Context: an optimization exercise on an open-source flow, tuned for small area. The choices shown serve that exercise and are no tape-out recipe. Only simulation tests tie the RTL to the original design; equivalence was not proved. No activity file was given, so power comes from the tool's default toggle rates.

===== design/flow/run.sh =====
#!/bin/bash
# synth_recipe.tcl (not shown) runs the flow's synth.tcl, then flattens the netlist and writes it again
# the make line also repeats each setting of config.mk as NAME=value (left out here)
make -C /OpenROAD-flow-scripts/flow DESIGN_CONFIG=/design/flow/config.mk WORK_HOME=/design/flow/orfs CLKGATE_MAP_FILE= SYNTH_SCRIPT=/design/flow/synth_recipe.tcl finish

===== design/flow/config.mk =====
export PLATFORM = sky130hd
export DESIGN_NAME = gpcodec
export DESIGN_NICKNAME = gpcodec
export VERILOG_FILES = /design/flow/design.v
export SDC_FILE = /design/flow/constraint.sdc
export NUM_CORES = 4
export LEC_CHECK = 0
export CAP_MARGIN = 20
export CORE_MARGIN = 2
export CORE_UTILIZATION = 40
export PLACE_DENSITY = 0.6
export SLEW_MARGIN = 20

===== design/flow/constraint.sdc =====
create_clock -name core_clock -period 20.0 [get_ports {clk}]
set_input_delay 4.0000 -clock core_clock [delete_from_list [all_inputs] [get_ports {clk}]]
set_output_delay 4.0000 -clock core_clock [all_outputs]
set_load 0.01 [all_outputs]

===== design/flow/design.v =====
module gpc_round2 (
    input  wire [31:0]  w,
    output wire [135:0] count,
    output wire         valid
);
    wire        sgn  = w[31];
    wire [7:0]  expo = w[30:23];
    wire [22:0] frac = w[22:0];
    wire [23:0] m = (expo == 8'd0) ? {1'b0, frac} : {1'b1, frac};
    wire [7:0]  e = (expo == 8'd0) ? 8'd1 : expo;
    wire [30:0] p = m * 7'd100;
    wire [284:0] scaled = {254'd0, p} << e;
    wire [134:0] whole  = scaled[284:150];
    wire         half   = scaled[149];
    wire         sticky = |scaled[148:0];
    wire         up     = half & (sticky | whole[0]);
    wire [135:0] mag = {1'b0, whole} + {135'd0, up};
    assign valid = (expo != 8'hFF);
    assign count = !valid ? 136'd0 : (sgn ? -mag : mag);
endmodule
module gpcodec #(
    parameter integer CLK_KHZ = 1         
) (
    input  wire         clk,
    input  wire         rst,              
    input  wire         start,
    input  wire [7:0]   op_in,
    input  wire [1:0]   narg_in,
    input  wire [31:0]  a0_in,
    input  wire [31:0]  a1_in,
    input  wire [31:0]  a2_in,
    input  wire [4:0]   rx_sel,
    output wire         busy,
    output wire         done,
    output wire         fail,
    output wire         rvalid,
    output reg  [2:0]   rkind,
    output reg  [3:0]   fcode,
    output wire [31:0]  cmd,
    output wire [7:0]   rx_byte,
    output reg  [5:0]   rxlen,
    output reg  [7:0]   r_byte,
    output reg  [15:0]  r_u16,
    output reg  [8:0]   r_acc_x,
    output reg  [8:0]   r_acc_y,
    output reg  [8:0]   r_acc_z,
    output reg  [31:0]  r_tbits,
    output reg  [31:0]  r_hbits,
    output reg  [135:0] r_tc100,
    output reg          r_tc100_valid,
    output reg  [135:0] r_hc100,
    output reg          r_hc100_valid,
    output wire         req_valid,
    output wire [1:0]   req_kind,
    output wire [6:0]   req_addr,
    input  wire         rsp_valid,
    input  wire         rsp_last,
    input  wire         rsp_fault,
    input  wire [7:0]   rsp_data
);
    localparam [2:0] IDLE = 3'd0, WRITING = 3'd1, SENT = 3'd2, AWAIT_BYTE = 3'd3,
                     AWAIT_BLOCK = 3'd4, DECODED = 3'd5, FAILED = 3'd6;
    localparam [1:0] RQ_NONE = 2'd0, RQ_WRITE = 2'd1, RQ_BYTE = 2'd2, RQ_BLOCK = 2'd3;
    localparam [2:0] K_NONE = 3'd0, K_DIGITAL = 3'd1, K_ANALOG = 3'd2, K_DISTANCE = 3'd3,
                     K_ACCEL = 3'd4, K_CLOCK = 3'd5, K_TEMP_HUM = 3'd6, K_LEDMASK = 3'd7;
    localparam [3:0] F_NONE = 4'd0, F_ILLEGAL_OP = 4'd1, F_WRITE = 4'd2, F_RDBYTE = 4'd3,
                     F_RDBLOCK = 4'd4, F_SHORT = 4'd5;
    localparam integer RXBUF_LEN = 32;
    localparam integer DLY_W     = $clog2(600 * CLK_KHZ + 1);    
    localparam [7:0] OP_DREAD = 8'd1, OP_DWRITE = 8'd2, OP_AREAD = 8'd3, OP_AWRITE = 8'd4,
                     OP_PINMODE = 8'd5, OP_USREAD = 8'd7, OP_ACCREAD = 8'd20,
                     OP_CLKREAD = 8'd30, OP_DHTREAD = 8'd40, OP_LB_INIT = 8'd50,
                     OP_LB_ORIENT = 8'd51, OP_LB_LEVEL = 8'd52, OP_LB_SETONE = 8'd53,
                     OP_LB_TOGGLE = 8'd54, OP_LB_SETALL = 8'd55, OP_LB_GETALL = 8'd56;
    function automatic is_legal(input [7:0] op);
        case (op)
            OP_DREAD, OP_DWRITE, OP_AREAD, OP_AWRITE, OP_PINMODE, OP_USREAD, OP_ACCREAD,
            OP_CLKREAD, OP_DHTREAD, OP_LB_INIT, OP_LB_ORIENT, OP_LB_LEVEL, OP_LB_SETONE,
            OP_LB_TOGGLE, OP_LB_SETALL, OP_LB_GETALL: is_legal = 1'b1;
            default: is_legal = 1'b0;
        endcase
    endfunction
    function automatic is_read(input [7:0] op);
        case (op)
            OP_DREAD, OP_AREAD, OP_USREAD, OP_ACCREAD, OP_CLKREAD, OP_DHTREAD,
            OP_LB_GETALL: is_read = 1'b1;
            default: is_read = 1'b0;
        endcase
    endfunction
    function automatic [9:0] delay_ms(input [7:0] op);
        case (op)
            OP_DREAD, OP_ACCREAD, OP_CLKREAD: delay_ms = 10'd100;
            OP_USREAD, OP_LB_GETALL:          delay_ms = 10'd200;
            OP_DHTREAD:                       delay_ms = 10'd600;
            default:                          delay_ms = 10'd0;
        endcase
    endfunction
    function automatic [5:0] min_len(input [7:0] op);
        case (op)
            OP_AREAD, OP_USREAD, OP_LB_GETALL: min_len = 6'd3;
            OP_ACCREAD:                        min_len = 6'd4;
            OP_DHTREAD:                        min_len = 6'd9;
            default:                           min_len = 6'd1;
        endcase
    endfunction
    function automatic [8:0] sb(input [7:0] v);
        sb = (v <= 8'd32) ? {1'b0, v} : (9'd224 - {1'b0, v});
    endfunction
    reg [2:0]       phase;
    reg [7:0]       op;
    reg [7:0]       cmd_r [0:3];
    reg [DLY_W-1:0] dlycnt;
    reg [7:0]       rx [0:RXBUF_LEN-1];
    assign busy      = (phase == WRITING) || (phase == SENT) ||
                       (phase == AWAIT_BYTE) || (phase == AWAIT_BLOCK);
    assign done      = (phase == DECODED) || (phase == FAILED);
    assign fail      = (phase == FAILED);
    assign rvalid    = (phase == DECODED);
    assign cmd       = {cmd_r[0], cmd_r[1], cmd_r[2], cmd_r[3]};
    assign rx_byte   = rx[rx_sel];
    assign req_valid = (phase == WRITING) || (phase == AWAIT_BYTE) || (phase == AWAIT_BLOCK);
    assign req_kind  = (phase == WRITING)     ? RQ_WRITE :
                       (phase == AWAIT_BYTE)  ? RQ_BYTE  :
                       (phase == AWAIT_BLOCK) ? RQ_BLOCK : RQ_NONE;
    assign req_addr  = 7'h04;
    wire [31:0] arg0 = (narg_in > 2'd0) ? a0_in : 32'd0;
    wire [31:0] arg1 = (narg_in > 2'd1) ? a1_in : 32'd0;
    wire [31:0] arg2 = (narg_in > 2'd2) ? a2_in : 32'd0;
    wire [7:0] enc_p0 = arg0[7:0];
    wire [7:0] enc_p1 = arg1[7:0];
    wire [7:0] enc_p2 = (op_in == OP_LB_SETALL) ? arg1[15:8] : arg2[7:0];
    wire [31:0] dly_cycles = delay_ms(op) * CLK_KHZ;
    wire accept  = start && !busy;
    wire rsp_end = rsp_valid && rsp_last;
    wire [31:0]  t_bits = {rx[4], rx[3], rx[2], rx[1]};
    wire [31:0]  h_bits = {rx[8], rx[7], rx[6], rx[5]};
    wire [135:0] t_c100, h_c100;
    wire         t_c100_valid, h_c100_valid;
    gpc_round2 u_round_t (.w(t_bits), .count(t_c100), .valid(t_c100_valid));
    gpc_round2 u_round_h (.w(h_bits), .count(h_c100), .valid(h_c100_valid));
    integer i;
    task automatic clear_results;
        begin
            rkind         <= K_NONE;
            r_byte        <= 8'd0;
            r_u16         <= 16'd0;
            r_acc_x       <= 9'd0;
            r_acc_y       <= 9'd0;
            r_acc_z       <= 9'd0;
            r_tbits       <= 32'd0;
            r_hbits       <= 32'd0;
            r_tc100       <= 136'd0;
            r_tc100_valid <= 1'b0;
            r_hc100       <= 136'd0;
            r_hc100_valid <= 1'b0;
            rxlen         <= 6'd0;
            for (i = 0; i < RXBUF_LEN; i = i + 1)
                rx[i] <= 8'd0;
        end
    endtask
    task automatic enter_failed(input [3:0] code);
        begin
            phase  <= FAILED;
            fcode  <= code;
            dlycnt <= {DLY_W{1'b0}};
            clear_results;
        end
    endtask
    always @(posedge clk) begin
        if (rst) begin
            phase  <= IDLE;
            op     <= 8'd0;
            fcode  <= F_NONE;
            dlycnt <= {DLY_W{1'b0}};
            for (i = 0; i < 4; i = i + 1)
                cmd_r[i] <= 8'd0;
            clear_results;
        end else begin
            case (phase)
                IDLE, DECODED, FAILED: begin
                    if (accept) begin
                        op       <= op_in;
                        cmd_r[0] <= op_in;
                        cmd_r[1] <= enc_p0;
                        cmd_r[2] <= enc_p1;
                        cmd_r[3] <= enc_p2;
                        dlycnt   <= {DLY_W{1'b0}};
                        clear_results;
                        if (is_legal(op_in)) begin
                            phase <= WRITING;
                            fcode <= F_NONE;
                        end else begin
                            phase <= FAILED;
                            fcode <= F_ILLEGAL_OP;
                        end
                    end
                end
                WRITING: begin
                    if (rsp_end) begin
                        if (rsp_fault) begin
                            enter_failed(F_WRITE);
                        end else if (!is_read(op)) begin
                            phase <= DECODED;
                            rkind <= K_NONE;
                        end else begin
                            phase  <= SENT;
                            dlycnt <= dly_cycles[DLY_W-1:0];
                        end
                    end
                end
                SENT: begin
                    if (dlycnt == {DLY_W{1'b0}})
                        phase <= AWAIT_BYTE;
                    else
                        dlycnt <= dlycnt - 1'b1;
                end
                AWAIT_BYTE: begin
                    if (rsp_end) begin
                        if (rsp_fault) begin
                            enter_failed(F_RDBYTE);
                        end else if (op == OP_DREAD) begin
                            phase  <= DECODED;
                            rkind  <= K_DIGITAL;
                            r_byte <= rsp_data;
                        end else begin
                            phase <= AWAIT_BLOCK;
                        end
                    end
                end
                AWAIT_BLOCK: begin
                    if (rsp_valid && !rsp_last) begin
                        if (rxlen < 6'd32) begin
                            rx[rxlen[4:0]] <= rsp_data;
                            rxlen          <= rxlen + 1'b1;
                        end
                    end else if (rsp_end) begin
                        if (rsp_fault) begin
                            enter_failed(F_RDBLOCK);
                        end else if (rxlen < min_len(op)) begin
                            enter_failed(F_SHORT);
                        end else begin
                            phase <= DECODED;
                            case (op)
                                OP_AREAD: begin
                                    rkind <= K_ANALOG;
                                    r_u16 <= {rx[1], rx[2]};
                                end
                                OP_USREAD: begin
                                    rkind <= K_DISTANCE;
                                    r_u16 <= {rx[1], rx[2]};
                                end
                                OP_LB_GETALL: begin
                                    rkind <= K_LEDMASK;
                                    r_u16 <= {8'd0, rx[1]} ^ {rx[2], 8'd0};
                                end
                                OP_ACCREAD: begin
                                    rkind   <= K_ACCEL;
                                    r_acc_x <= sb(rx[1]);
                                    r_acc_y <= sb(rx[2]);
                                    r_acc_z <= sb(rx[3]);
                                end
                                OP_CLKREAD: begin
                                    rkind <= K_CLOCK;
                                end
                                OP_DHTREAD: begin
                                    rkind         <= K_TEMP_HUM;
                                    r_tbits       <= t_bits;
                                    r_hbits       <= h_bits;
                                    r_tc100       <= t_c100;
                                    r_tc100_valid <= t_c100_valid;
                                    r_hc100       <= h_c100;
                                    r_hc100_valid <= h_c100_valid;
                                end
                                default: rkind <= K_NONE;
                            endcase
                        end
                    end
                end
                default: phase <= IDLE;
            endcase
        end
    end
endmodule

==> results.txt <==
==> worst paths after layout <==
path,endpoint,depth (start not counted)
min reg2reg,r_tc100[127],2
max,r_hc100[52],30
max reg2reg,r_hc100[52],30
min,r_tc100[127],2
==> worst max-delay path: cells and delay by family, from the launching register on <==
kind                     cells  cell delay (ns)
AO/OA/AOI/OAI               10             3.10
XOR/XNOR                     2             0.53
adder cells (fa/ha/maj)      5             1.78
buffers and inverters        1             0.04
flip-flops                   1             0.56
AND/OR/NAND/NOR             12             5.85
==> cell families (layout without fill, tap and decap cells) <==
group | count (synthesis) | after routing
multiplexers | 170 | 170
AO/OA/AOI/OAI | 2174 | 2174
AND/OR/NAND/NOR | 3069 | 3069
other | 2 | 10
buffers and inverters | 756 | 1080
adder cells (fa/ha/maj) | 226 | 226
XOR/XNOR | 310 | 310
flip-flops | 702 | 702
==> report_power, final <==
part / internal (mW) / switching (mW) / total (mW)
clock network: 0.945 / 0.674 / 1.62
logic: 2.37 / 6.03 / 8.40
registers: 1.57 / 0.144 / 1.71
==> cell type report <==
class	count	area (um^2)
sequential	702	15400
multi-input combinational	5957	38200
antenna	2	5.00
inverter	249	935
fill	14000	73600
tap	1876	2350
clock inverter	35	569
clock buffer	116	2300
timing repair buffer	680	6400
==> per-stage QoR <==
stage          total power [mW]  hold WS [ns]  cells  util (%)
2_1_floorplan              6.74         0.445   7415         -
4_1_cts                    11.4         0.449   9614      47.3
5_1_grt                    12.2         0.465   9616      47.3
3_3_place_gp               9.70         0.434   9463      45.3
3_5_place_dp               9.71         0.441   9463      45.3
6_report                   11.7         0.444   9617      47.3
==> registers in the layout (all words and copies together) (netlist names) <==
signal	cells
r_hbits	32
r_tbits	32
phase	3
r_hc100_valid	1
cmd_r	32
rkind	3
dlycnt	10
r_acc_x	9
r_tc100_valid	1
r_acc_y	9
r_hc100	136
rxlen	6
fcode	3
rx	256
r_tc100	136
r_acc_z	9
r_u16	16
r_byte	8
==> placed cells by master (no fill, tap or decap), drive strengths merged, types with 187 or more instances in the layout <==
master,synthesis,layout
a21oi,569,569
and2,201,201
clkdlybuf4s50,0,505
dfxtp,566,566
ha,187,187
inv,243,252
nand2,1035,1035
nand3,386,386
nor2,671,671
nor3,204,204
o21ai,577,577
==> layer usage <==
layer,share of wire [%],vias up
met5,0.025,-
met4,4.7,10
met3,11,651
met2,41,3793
met1,43,30000
li1,-,27700
==> results.cfg <==
[pwr]
ir_drop_mv = 0.0832
powerDensity_mw_per_mm2 = 177
p_leak_nw = 24.2

[clocking]
htreeDepth = 3
insertion_delay_ns = 0.72
clkTransAtPathRegs_ns = 0.06
cts-root-buf = clkbuf_16
cts_resized = 0
holdBufCountCts = 0
clock_path_buffers = 3
cts_setup_buffers = 0
tritoncts = done
cts.sink_count = 702
cts_made_buffers = 81

[timing]
skew_ns = 0.0681
hold_violations = 0
layout_min_cycle_time_ns = 11.99
setup_violations = 0
setup_tns_ns = 0
slew_headroom_pct = 19.4
drv_slew = 0
period_share_pct = 60.0
tightest_slew_ns = 1.20
fmax_mhz = 83.4
fin_ws_ns = 8.01
rsz0062_at_grt = no

[floorplanning]
dieHeight_um = 380
ios = 581
dieArea_mm2 = 0.144
num_rows = 137
start_util_pct = 40.4
die_w_um = 380
core_area_mm2 = 0.140

[setup_path]
r2r_start = rx[8][3]
cp_data_required_time_ns = 20.57
cp.arrival_ns = 12.56
crit_path_end_kind = register
slowest_stage = nor4_1
cp_max_fo = 13
crit_type = register to register
start_kind = register
cpPeakStageDelay_ns = 1.01
startpoint = rx[8][3]
rrSetupSlack_ns = 8.01
cpMostUsedCell = ha_1

[grt]
antenna_found_initial = 13
use_met3_pct = 7.90
gr-usage-all-layers_pct = 36.4
grt-busiest-layer = met2
grt_pass1_vias = 56900
grt_first_pass_wirelength_um = 398000
grt_overflow_total = 0
use_met2_pct = 52.3
grt_max_degree = 179
grtUsageMet1_pct = 51.9

[hold_path]
hp-start = r_tc100[127]
hold_path.class = register to register

[finish]
final_area_mm2 = 0.0661
finalNetCount = 8021
area_growth_pct = 17.3
final_layout_size_suffix_gt1_share_pct = 8.45

[drt]
drc = 0
drt-vias-per-instance = 6.46
vias = 62100
drt-wirelength-per-cell_um = 28.7
drt_iter0_drc = 8851
ant_nets = 0
totalWireLength_um = 276000
drt_pass1_iterations = 7

[yosys]
synth_fa_ha_area_share_pct = 5.51
synth_xor_area_share_pct = 4.87
synth_top_family_by_area = simple AND/OR/NAND/NOR gates
synth_top_cell_by_area = dfxtp_1
synth.area.top_cells = dfxtp_1, edfxtp_1, nand2_1
synth_async_sr_flop_share_pct = 0
ys_ff_latch = 702
synth_compound_area_share_pct = 25.8
yosysWarnings = 2
syn-cell-area_mm2 = 0.0564
synthTopCellsByCount = nand2_1, nor2_1, dfxtp_1
ys_seq_area_share_pct = 27.3
synth-simple-area-share_pct = 26.3
yosys.cell_types.count = 144
synth_top_area_share_pct = 20.1
synthMuxAreaShare_pct = 4.86
yosysMostFrequentCell = nand2_1
synth-edff-count = 136
avgSynthCellArea_um2 = 7.61
synth_top_flop_cell = dfxtp_1
synthCells = 7409

[placed_design]
hpwl_um = 208000
place_area_mm2 = 0.0632
io_buffers = 508
gp_congestion = 1.05
dp_slack_ns = 8.45

[flow_run]
cap_violations = 0

[status]
status = complete, no violations

what the ideal ports hide:
How much do the figures lean on ideal ports? The routed layout below was timed once more, with nothing changed but the port constraints.
Step 1 (the two cells are an assumption about what drives the block):
set clk [get_ports {clk}]
set_driving_cell -lib_cell sky130_fd_sc_hd__clkbuf_16 $clk
set_driving_cell -lib_cell sky130_fd_sc_hd__buf_2 [delete_from_list [all_inputs] $clk]
Step 2, shift: input delay + t, output delay - t, t = (earliest + latest rising clock arrival at the registers) / 2. This alone moves slack from input paths to output paths.
Three values: ideal, step 1, step 2; two values: the first two.
shift t [ns]: 0.785
setup slack, ns: 8.007 / 8.007 / 8.007
worst data-port slew with drivers (ns): 0.10
After both steps setup and hold are still met in this run. The setup slack of this run moves by 0.000 ns with the drivers and by 0.000 ns with both steps.
